Source: an optimization exercise on an open RTL-to-GDS flow (aim: small area). Production flows keep margins and buffers that such runs may drop. The RTL was checked by simulation tests, not by an equivalence proof against the original design.

## flow/config.mk

```make
export PLATFORM = sky130hd
export DESIGN_NAME = jnr10_core
export DESIGN_NICKNAME = jnr10_core
export VERILOG_FILES = /design/flow/design.v
export SDC_FILE = /design/flow/constraint.sdc
export NUM_CORES = 4
export LEC_CHECK = 0
export ABC_AREA = 1
export CAP_MARGIN = 20
export CORE_MARGIN = 2
export CORE_UTILIZATION = 40
export PLACE_DENSITY = 0.6
export SLEW_MARGIN = 20
```

## flow/design.v

```verilog
module jnr10_core (
    input  wire        clk,
    input  wire        rst,           
    output reg         mem_req,
    output reg         mem_we,
    output wire [15:0] mem_addr,
    output wire [7:0]  mem_wdata,
    input  wire        mem_ready,
    input  wire [7:0]  mem_rdata,
    output wire        halted,
    output wire        faulted,
    output wire [1:0]  fault_kind,    
    output wire [15:0] fault_info,
    input  wire [3:0]  dbg_sel,       
    output wire [15:0] dbg_data
);
    localparam OP_NOP   = 5'h00, OP_HALT = 5'h01, OP_MOV  = 5'h02, OP_LOAD = 5'h03,
               OP_STORE = 5'h04, OP_ADD  = 5'h05, OP_SUB  = 5'h06, OP_AND  = 5'h07,
               OP_OR    = 5'h08, OP_XOR  = 5'h09, OP_CMP  = 5'h0A, OP_SHL  = 5'h0B,
               OP_SHR   = 5'h0C, OP_JMP  = 5'h0D, OP_JZ   = 5'h0E, OP_JNZ  = 5'h0F,
               OP_JC    = 5'h10, OP_JNC  = 5'h11, OP_JN   = 5'h12, OP_CALL = 5'h13,
               OP_RET   = 5'h14, OP_PUSH = 5'h15, OP_POP  = 5'h16, OP_IN   = 5'h17,
               OP_OUT   = 5'h18;
    localparam S_INIT0 = 6'd0,  S_INIT1 = 6'd1,  S_INIT2 = 6'd2,
               S_F0    = 6'd3,  S_F1    = 6'd4,  S_DEC   = 6'd5,
               S_X0    = 6'd6,  S_X1    = 6'd7,  S_EXE   = 6'd8,
               S_ALU   = 6'd9,  S_SHF   = 6'd10, S_J1    = 6'd11,
               S_J2    = 6'd12, S_WL0   = 6'd13, S_WL1   = 6'd14,
               S_WL2   = 6'd15, S_WL3   = 6'd16, S_PU5   = 6'd17,
               S_PO1   = 6'd18, S_PO2   = 6'd19, S_PO3   = 6'd20,
               S_MVT   = 6'd21, S_IP0   = 6'd22, S_IP1   = 6'd23,
               S_ACHK  = 6'd24, S_LD0   = 6'd25, S_LD1   = 6'd26,
               S_IN1   = 6'd27, S_RTR   = 6'd28,
               S_HALT  = 6'd60, S_FA    = 6'd61, S_FI    = 6'd62, S_FS = 6'd63;
    localparam P_SP = 4'd8, P_PC = 4'd9, P_ZERO = 4'd11;
    localparam Y_K = 2'd0, Y_T = 2'd1, Y_NT = 2'd2;
    reg [15:0] r0, r1, r2, r3, r4, r5, r6, r7;
    reg [15:0] sp, pc;
    reg [3:0]  flags;            
    reg [5:0]  st;
    reg [15:0] ir;
    reg [15:0] t;
    reg [7:0]  b;
    wire [4:0] op   = ir[15:11];
    wire [2:0] mode = ir[10:8];
    wire [2:0] rd   = ir[7:5];
    wire [2:0] rs   = ir[4:2];
    assign halted     = (st == S_HALT);
    assign faulted    = (st[5:2] == 4'b1111) && (st[1:0] != 2'b00);
    assign fault_kind = st[1:0];
    assign fault_info = t;
    wire   stopped    = (st[5:2] == 4'b1111);
    reg legal, tw;
    always @(*) begin
        legal = 1'b0;
        tw    = 1'b0;
        case (op)
            OP_NOP, OP_HALT, OP_RET, OP_PUSH, OP_POP:
                legal = (mode == 3'd0);
            OP_MOV, OP_ADD, OP_SUB, OP_AND, OP_OR, OP_XOR, OP_CMP, OP_SHL, OP_SHR: begin
                legal = (mode == 3'd0) || (mode == 3'd1);
                tw    = (mode == 3'd1);
            end
            OP_LOAD, OP_STORE: begin
                legal = (mode == 3'd2) || (mode == 3'd3) || (mode == 3'd4);
                tw    = 1'b1;
            end
            OP_JMP, OP_JZ, OP_JNZ, OP_JC, OP_JNC, OP_JN, OP_CALL: begin
                legal = (mode == 3'd5);
                tw    = 1'b1;
            end
            OP_IN, OP_OUT: begin
                legal = (mode == 3'd2) || (mode == 3'd3);
                tw    = 1'b1;
            end
            default: ;
        endcase
    end
    reg cond;
    always @(*) begin
        case (op)
            OP_JZ:   cond = flags[0];
            OP_JNZ:  cond = !flags[0];
            OP_JC:   cond = flags[2];
            OP_JNC:  cond = !flags[2];
            OP_JN:   cond = flags[1];
            default: cond = 1'b1;     
        endcase
    end
    wire is_stack_w = (op == OP_CALL) || (op == OP_PUSH);
    wire is_shift   = (op == OP_SHL) || (op == OP_SHR);
    wire is_io_op   = (op == OP_IN) || (op == OP_OUT);
    reg  [3:0]  usel;
    reg  [1:0]  ysel;
    reg  [2:0]  kc;
    reg         cin;
    reg  [5:0]  nst;
    reg         t_s, t_m, t_z, t_dec;     
    reg         b_m, b_lo, b_hi;          
    reg         ir_ld;
    reg         w_rd, w_sp, w_pc, w_all;
    reg  [2:0]  wsrc;                     
    reg         fl_we;
    reg         fl_arith, fl_shift;
    wire [15:0] p;
    wire [15:0] s;
    wire        s_ones = &s;
    wire sp_low  = (p < 16'h1002);
    wire sp_high = (p > 16'h7FFD);
    wire t_big   = (t > 16'd16);
    wire t_io    = (t[15:8] == 8'hF0);
    always @(*) begin
        usel  = P_ZERO;
        ysel  = Y_K;
        kc    = 3'd0;
        cin   = 1'b0;
        nst   = st;
        t_s = 1'b0; t_m = 1'b0; t_z = 1'b0; t_dec = 1'b0;
        b_m = 1'b0; b_lo = 1'b0; b_hi = 1'b0;
        ir_ld = 1'b0;
        w_rd = 1'b0; w_sp = 1'b0; w_pc = 1'b0; w_all = 1'b0;
        wsrc = 3'd0;
        fl_we = 1'b0; fl_arith = 1'b0; fl_shift = 1'b0;
        mem_req = 1'b0;
        mem_we  = 1'b0;
        case (st)
            S_INIT0: begin                   
                w_all = 1'b1;
                nst   = S_INIT1;
            end
            S_INIT1: begin                   
                kc   = 3'd6;
                wsrc = 3'd5;
                w_sp = 1'b1;
                nst  = S_INIT2;
            end
            S_INIT2: begin                   
                usel = P_SP;
                kc   = 3'd1;
                w_pc = 1'b1;
                nst  = S_F0;
            end
            S_F0: begin
                usel = P_PC;
                if (s_ones) begin
                    t_s = 1'b1;
                    nst = S_FA;
                end else begin
                    mem_req = 1'b1;
                    if (mem_ready) begin
                        b_m = 1'b1;
                        nst = S_F1;
                    end
                end
            end
            S_F1: begin
                usel = P_PC;
                kc   = 3'd1;
                mem_req = 1'b1;
                if (mem_ready) begin
                    ir_ld = 1'b1;
                    t_m   = 1'b1;
                    nst   = S_DEC;
                end
            end
            S_DEC: begin
                usel = P_PC;
                kc   = 3'd2;
                if (!legal)
                    nst = S_FI;
                else if (tw) begin
                    if (s_ones) begin
                        t_s = 1'b1;
                        nst = S_FA;
                    end else
                        nst = S_X0;
                end else
                    nst = S_EXE;
            end
            S_X0: begin
                usel = P_PC;
                kc   = 3'd2;
                mem_req = 1'b1;
                if (mem_ready) begin
                    b_m = 1'b1;
                    nst = S_X1;
                end
            end
            S_X1: begin
                usel = P_PC;
                kc   = 3'd3;
                mem_req = 1'b1;
                if (mem_ready) begin
                    t_m = 1'b1;
                    nst = S_EXE;
                end
            end
            S_EXE: begin
                case (op)
                    OP_HALT: begin
                        usel = P_PC;
                        kc   = 3'd2;
                        w_pc = 1'b1;
                        nst  = S_HALT;
                    end
                    OP_MOV: begin
                        usel = mode[0] ? P_ZERO : {1'b0, rs};
                        ysel = mode[0] ? Y_T : Y_K;
                        w_rd = 1'b1;
                        nst  = S_RTR;
                    end
                    OP_ADD, OP_SUB, OP_AND, OP_OR, OP_XOR, OP_CMP, OP_SHL, OP_SHR: begin
                        usel = mode[0] ? P_ZERO : {1'b0, rs};
                        ysel = mode[0] ? Y_T : Y_K;
                        t_s  = 1'b1;
                        nst  = S_ALU;
                    end
                    OP_JMP, OP_JZ, OP_JNZ, OP_JC, OP_JNC, OP_JN:
                        nst = S_J1;
                    OP_CALL, OP_PUSH: begin
                        usel = P_SP;
                        if (sp_low) begin
                            t_s = 1'b1;
                            nst = S_FS;
                        end else
                            nst = S_WL0;
                    end
                    OP_RET, OP_POP: begin
                        usel = P_SP;
                        if (sp_high) begin
                            t_s = 1'b1;
                            nst = S_FS;
                        end else
                            nst = S_PO1;
                    end
                    OP_LOAD, OP_STORE, OP_IN, OP_OUT: begin
                        ysel = Y_T;
                        if (mode == 3'd3) begin
                            if (s_ones)
                                nst = S_FA;
                            else
                                nst = S_IP0;
                        end else if (mode == 3'd4) begin
                            usel = {1'b0, rs};
                            t_s  = 1'b1;
                            nst  = S_ACHK;
                        end else
                            nst = S_ACHK;
                    end
                    default:                 
                        nst = S_RTR;
                endcase
            end
            S_ALU: begin
                usel = {1'b0, rd};
                ysel = Y_T;
                fl_we = 1'b1;
                case (op)
                    OP_ADD: begin
                        w_rd = 1'b1;
                        fl_arith = 1'b1;
                    end
                    OP_SUB, OP_CMP: begin
                        ysel = Y_NT;
                        cin  = 1'b1;
                        w_rd = (op == OP_SUB);
                        fl_arith = 1'b1;
                    end
                    OP_AND: begin w_rd = 1'b1; wsrc = 3'd1; end
                    OP_OR:  begin w_rd = 1'b1; wsrc = 3'd2; end
                    OP_XOR: begin w_rd = 1'b1; wsrc = 3'd3; end
                    default: begin           
                        ysel = Y_K;
                        w_rd = 1'b1;
                        if (t_big)
                            usel = P_ZERO;
                    end
                endcase
                nst = (is_shift && !t_big) ? S_SHF : S_RTR;
            end
            S_SHF: begin
                usel = {1'b0, rd};
                if (t[4:0] == 5'd0)
                    nst = S_RTR;
                else begin
                    wsrc     = (op == OP_SHL) ? 3'd4 : 3'd5;
                    w_rd     = 1'b1;
                    fl_we    = 1'b1;
                    fl_shift = 1'b1;
                    t_dec    = 1'b1;
                end
            end
            S_J1: begin
                usel = P_PC;
                kc   = 3'd4;
                w_pc = 1'b1;
                nst  = S_J2;
            end
            S_J2: begin
                usel = P_PC;
                ysel = Y_T;
                w_pc = cond;
                nst  = S_F0;
            end
            S_WL0, S_WL2: begin
                if (op == OP_CALL) begin
                    usel = P_PC;
                    kc   = 3'd4;
                end else
                    usel = {1'b0, rd};
                b_lo = (st == S_WL0);
                b_hi = (st == S_WL2);
                nst  = (st == S_WL0) ? S_WL1 : S_WL3;
            end
            S_WL1: begin
                if (is_stack_w) begin
                    usel = P_SP;
                    kc   = 3'd5;
                end else
                    ysel = Y_T;
                mem_req = 1'b1;
                mem_we  = 1'b1;
                if (mem_ready)
                    nst = (op == OP_OUT) ? S_RTR : S_WL2;
            end
            S_WL3: begin
                if (is_stack_w) begin
                    usel = P_SP;
                    kc   = 3'd6;
                end else begin
                    ysel = Y_T;
                    cin  = 1'b1;
                end
                mem_req = 1'b1;
                mem_we  = 1'b1;
                if (mem_ready)
                    nst = is_stack_w ? S_PU5 : S_RTR;
            end
            S_PU5: begin
                usel = P_SP;
                kc   = 3'd5;
                w_sp = 1'b1;
                nst  = (op == OP_CALL) ? S_J1 : S_RTR;
            end
            S_PO1: begin
                usel = P_SP;
                mem_req = 1'b1;
                if (mem_ready) begin
                    b_m = 1'b1;
                    nst = S_PO2;
                end
            end
            S_PO2: begin
                usel = P_SP;
                kc   = 3'd1;
                mem_req = 1'b1;
                if (mem_ready) begin
                    t_m = 1'b1;
                    nst = S_PO3;
                end
            end
            S_PO3: begin
                usel = P_SP;
                kc   = 3'd2;
                w_sp = 1'b1;
                nst  = S_MVT;
            end
            S_MVT: begin
                ysel = Y_T;
                if (op == OP_RET) begin
                    w_pc = 1'b1;
                    nst  = S_F0;
                end else begin
                    w_rd = 1'b1;
                    nst  = S_RTR;
                end
            end
            S_IP0: begin
                ysel = Y_T;
                mem_req = 1'b1;
                if (mem_ready) begin
                    b_m = 1'b1;
                    nst = S_IP1;
                end
            end
            S_IP1: begin
                ysel = Y_T;
                cin  = 1'b1;
                mem_req = 1'b1;
                if (mem_ready) begin
                    t_m = 1'b1;
                    nst = S_ACHK;
                end
            end
            S_ACHK: begin
                ysel = Y_T;
                if (is_io_op ? !t_io : s_ones)
                    nst = S_FA;
                else if (op == OP_LOAD || op == OP_IN)
                    nst = S_LD0;
                else
                    nst = S_WL0;
            end
            S_LD0: begin
                ysel = Y_T;
                mem_req = 1'b1;
                if (mem_ready) begin
                    b_m = 1'b1;
                    nst = (op == OP_IN) ? S_IN1 : S_LD1;
                end
            end
            S_LD1: begin
                ysel = Y_T;
                cin  = 1'b1;
                mem_req = 1'b1;
                if (mem_ready) begin
                    t_m = 1'b1;
                    nst = S_MVT;
                end
            end
            S_IN1: begin
                t_z = 1'b1;
                nst = S_MVT;
            end
            S_RTR: begin
                usel = P_PC;
                kc   = tw ? 3'd4 : 3'd2;
                w_pc = 1'b1;
                nst  = S_F0;
            end
            default: ;                       
        endcase
    end
    wire [3:0] psel = stopped ? dbg_sel : usel;
    reg  [15:0] pm;
    always @(*) begin
        case (psel)
            4'd0:    pm = r0;
            4'd1:    pm = r1;
            4'd2:    pm = r2;
            4'd3:    pm = r3;
            4'd4:    pm = r4;
            4'd5:    pm = r5;
            4'd6:    pm = r6;
            4'd7:    pm = r7;
            4'd8:    pm = sp;
            4'd9:    pm = pc;
            4'd10:   pm = {12'h000, flags};
            default: pm = 16'h0000;
        endcase
    end
    assign p = pm;
    assign dbg_data = pm;
    reg [15:0] kv;
    always @(*) begin
        case (kc)
            3'd1:    kv = 16'h0001;
            3'd2:    kv = 16'h0002;
            3'd3:    kv = 16'h0003;
            3'd4:    kv = 16'h0004;
            3'd5:    kv = 16'hFFFE;
            3'd6:    kv = 16'hFFFF;
            default: kv = 16'h0000;
        endcase
    end
    wire [15:0] y = (ysel == Y_T) ? t : (ysel == Y_NT) ? ~t : kv;
    wire [16:0] sum = {1'b0, p} + {1'b0, y} + {16'h0000, cin};
    assign s = sum[15:0];
    wire cout = sum[16];
    reg [15:0] wb;
    always @(*) begin
        case (wsrc)
            3'd1:    wb = p & y;
            3'd2:    wb = p | y;
            3'd3:    wb = p ^ y;
            3'd4:    wb = {s[14:0], 1'b0};
            3'd5:    wb = {1'b0, s[15:1]};
            default: wb = s;
        endcase
    end
    wire f_z = (wb == 16'h0000);
    wire f_n = wb[15];
    wire f_c = fl_arith ? (cout ^ cin) : fl_shift ? ((op == OP_SHL) ? s[15] : s[0]) : 1'b0;
    wire f_v = fl_arith ? ((p[15] == y[15]) && (s[15] != p[15])) : 1'b0;
    assign mem_addr  = s;
    assign mem_wdata = b;
    wire [7:0] rsel = w_all ? 8'hFF : (w_rd ? (8'd1 << rd) : 8'd0);
    always @(posedge clk) begin
        if (rsel[0]) r0 <= wb;
        if (rsel[1]) r1 <= wb;
        if (rsel[2]) r2 <= wb;
        if (rsel[3]) r3 <= wb;
        if (rsel[4]) r4 <= wb;
        if (rsel[5]) r5 <= wb;
        if (rsel[6]) r6 <= wb;
        if (rsel[7]) r7 <= wb;
        if (w_sp) sp <= wb;
        if (w_pc) pc <= wb;
        if (ir_ld) ir <= {mem_rdata, b};
        if (t_s)
            t <= s;
        else if (t_m)
            t <= {mem_rdata, b};
        else if (t_z)
            t <= {8'h00, b};
        else if (t_dec)
            t[4:0] <= t[4:0] - 5'd1;
        if (b_m)
            b <= mem_rdata;
        else if (b_lo)
            b <= s[7:0];
        else if (b_hi)
            b <= s[15:8];
    end
    always @(posedge clk) begin
        if (rst) begin
            st    <= S_INIT0;
            flags <= 4'h0;
        end else begin
            st <= nst;
            if (fl_we)
                flags <= {f_v, f_c, f_n, f_z};
        end
    end
endmodule
```

## flow/run.sh

```bash
#!/bin/bash
# synth_recipe.tcl (not shown) runs the flow's synth.tcl, then flattens the netlist and writes it again
# the make line also repeats each setting of config.mk as NAME=value (left out here)
make -C /OpenROAD-flow-scripts/flow DESIGN_CONFIG=/design/flow/config.mk WORK_HOME=/design/flow/orfs CLKGATE_MAP_FILE= SYNTH_SCRIPT=/design/flow/synth_recipe.tcl finish
```

## flow/constraint.sdc

```tcl
create_clock -name core_clock -period 10.0 [get_ports {clk}]
set_input_delay 2.0000 -clock core_clock [delete_from_list [all_inputs] [get_ports {clk}]]
set_output_delay 2.0000 -clock core_clock [all_outputs]
set_load 0.01 [all_outputs]
```

==> results.txt <==
[layout make-up]
cell class                 instances  share of cell area
sequential                       208               0.410
multi-input combinational       1053               0.381
inverter                         237              0.0594
clock inverter                    17              0.0126
clock buffer                      25              0.0403
timing repair buffer             102              0.0638
tap                              402              0.0335
[routing by layer]
| metal | GRT usage | vias up | routed length (um) |
|---|---|---|---|
| met1 | 0.376 | 5427 | 19300 |
| met3 | 0.0367 | 89 | 3840 |
| met2 | 0.441 | 533 | 21300 |
| met5 | 0 | - | 0 |
| li1 | - | 5386 | - |
| met4 | 0.0950 | 0 | 1610 |
[worst min-delay path, cell delays in order (launching register included)]
cell and delay, ns:
dfxtp_1 0.31, nand2_1 0.06, a21oi_1 0.06
[layout by cell type (no fill, tap or decap), types with 8 or more instances in the layout]
cell               n
nor2_2            19
o22ai_1           17
o21ai_0           48
o22ai_2            8
clkbuf_16         24
inv_2             37
clkdlybuf4s50_1   76
a21oi_1           81
nor4_1            12
clkinv_1           8
ha_1              33
nand2_2           32
dfxtp_1           10
nand2_4            9
nand4_1           27
edfxtp_1         198
a211oi_1           9
nor2_1           147
nor2_4            11
buf_4             26
nand3_1           81
o41ai_2            8
nor3_1            31
a22o_1            13
nand2_1          361
inv_1            197
nand3_2            9
o21ai_1           27
[flip-flops by register name, summed over array words and instances (netlist names)]
signal	cells
pc	16
r0	16
r1	16
r2	16
r3	16
r4	16
r5	16
r6	16
r7	16
sp	16
t	16
ir	14
b	8
st	6
flags	4
[timing repair]
item | CTS | global route
setup buffers | 0 | 3
endpoints found under the setup margin | 0 | 1
hold endpoints to repair | 0 | 0
gates resized for setup | 0 | 2
[worst paths after layout]
check,to,slack [ns],cells after the start
setup reg to reg,t[11],2.20,41
hold reg to reg,flags[3],0.48,2
setup / recovery,mem_req,0.54,34
hold / removal,flags[3],0.48,2
[cells by family (layout without fill, tap and decap cells)]
family | Yosys count | after routing | share of synthesized area
adders and majority gates | 34 | 34 | 0.0337
xor gates and xnor gates | 8 | 8 | 0.00546
and+or+nand+nor | 757 | 757 | 0.273
AOI/OAI and AO/OA | 254 | 254 | 0.126
buffers and inverters | 263 | 381 | 0.0821
DFF | 208 | 208 | 0.479
==> impl_metrics.ini <==
[run_status]
status = no timing/DRC/antenna violations

[place]
hpwl_um = 34900
placed_cell_area_um2 = 14200
portBuffers = 76
gp_congestion = 0.950
dpl.cell_count = 1999
place_ws_ns = 0.566

[global_route]
grt_first_pass_wirelength_um = 68300
grt_max_degree = 27
gr-usage-all-layers = 0.272
grt_pass1_vias = 10914
grt_antenna_before_repair = 0
grt-ovfl-total = 0

[cells_and_area]
fin_cells = 2044
utilization = 0.475
n_antenna_cell = 0
syn2layout_area_growth_pct = 16.9
num-nets-final = 1675
multi_input_area_um2 = 5710
register_area_um2 = 6150
fin_area_um2 = 15000
final_layout_size_suffix_gt1_frac = 0.127
n_fill_cell = 3100

[clocking]
htreeDepth = 1
cts-root-buf = clkbuf_16
clkTransAtPathRegs_ns = 0.05
cts_hold_buf = 0
cts_sinks = 208
numCtsBuffers = 24
cts_max_path_buffers = 3
cts_tree = done
clk_latency_ns = 0.54

[sta]
final-setup-viol-count = 0
maxSlewViolCount = 0
skew_ns = 0.0120
whs_ns = 0.480
fin_ws_ns = 0.542
fin_tns_setup_ns = 0
max_freq_ghz = 0.106
slew-limit-headroom = 0.276
hold_violations = 0
finalCriticalPeriod_ns = 9.46
worst_pin_slew_ns = 1.08
rsz0062_at_grt = false
fin_crit_sh = 0.946

[route]
drt_wl_total_um = 46000
drtIter0Drc = 1102
post_drt_wl_per_cell_um = 22.5
vias_per_cell = 5.59
drtPass1Iterations = 6
drc = 0
ant_nets = 0
num_vias = 11435

[yosys]
syn-cell-area_um2 = 12800
synthMostInstantiatedCell = nand2_1
ys_top_cells_by_area = edfxtp_1, nand2_1, inv_1, nor2_1, ha_1
yosysWarnings = 1
ys.flop_type = edfxtp_1
synth_fp_nets = 1573
syn_inst = 1524
yosys-top-cells-count = nand2_1, edfxtp_1, inv_1
ys_ff_latch = 208
ys_seq_area_frac = 0.479
synth_top_area_share = 0.463
synth_edf_count = 198
ys_types = 59
async_reset_ff_frac = 0
avgSynthCellArea_um2 = 8.42
synth_top_area_cell = edfxtp_1

[setup_path]
crit_buf_inv = 6
startpoint_type = primary input
crit-reg2reg-launch = ir[14]
arrival_ns = 7.46
critPathMaxFanout = 12
cpMostUsedCell = nand2_1
startpoint = dbg_sel[1]
slowest_stage = ha_1
path_class = in2out
end_kind = primary output
cp_top_family = simple AND/OR/NAND/NOR gates
required_ns = 8.00
cpPeakStageDelay_ns = 0.58

[worst_hold_path]
hold_start = flags[3]
hp-class = reg2reg

[flow_run]
cap_violations = 0

[floorplanning]
dieHeight_um = 183
pin_count = 77
dieArea_um2 = 33500
start_util = 0.407
core_um2 = 31600
fp.dieW_um = 183
rows = 65

-- port drivers added, routing unchanged --
The results above use ideal ports. As a check the final layout listed here was re-extracted and re-timed, cells and wires unchanged. Step 1 sets driving cells, clkbuf_16 on the clock port and buf_2 on the other inputs (assumed; they add their load-dependent delay and slew). Step 2 also shifts input and output timing later by t, the mid clock arrival at the registers, as if the neighbouring blocks saw the same clock. a / b / c = ideal / step 1 / step 2; a / b = the first two.
t (ns): 0.586
setup WS [ns]: 0.542 / 0.513 / 0.513
hold slack, ns: 0.480 / 0.480 / 0.480
slew at the worst register clock pin (ns): 0.07 / 0.07
After both steps this run still meets setup and hold. For this run, drivers alone change the setup slack by -0.029 ns; drivers and shift together by -0.029 ns.
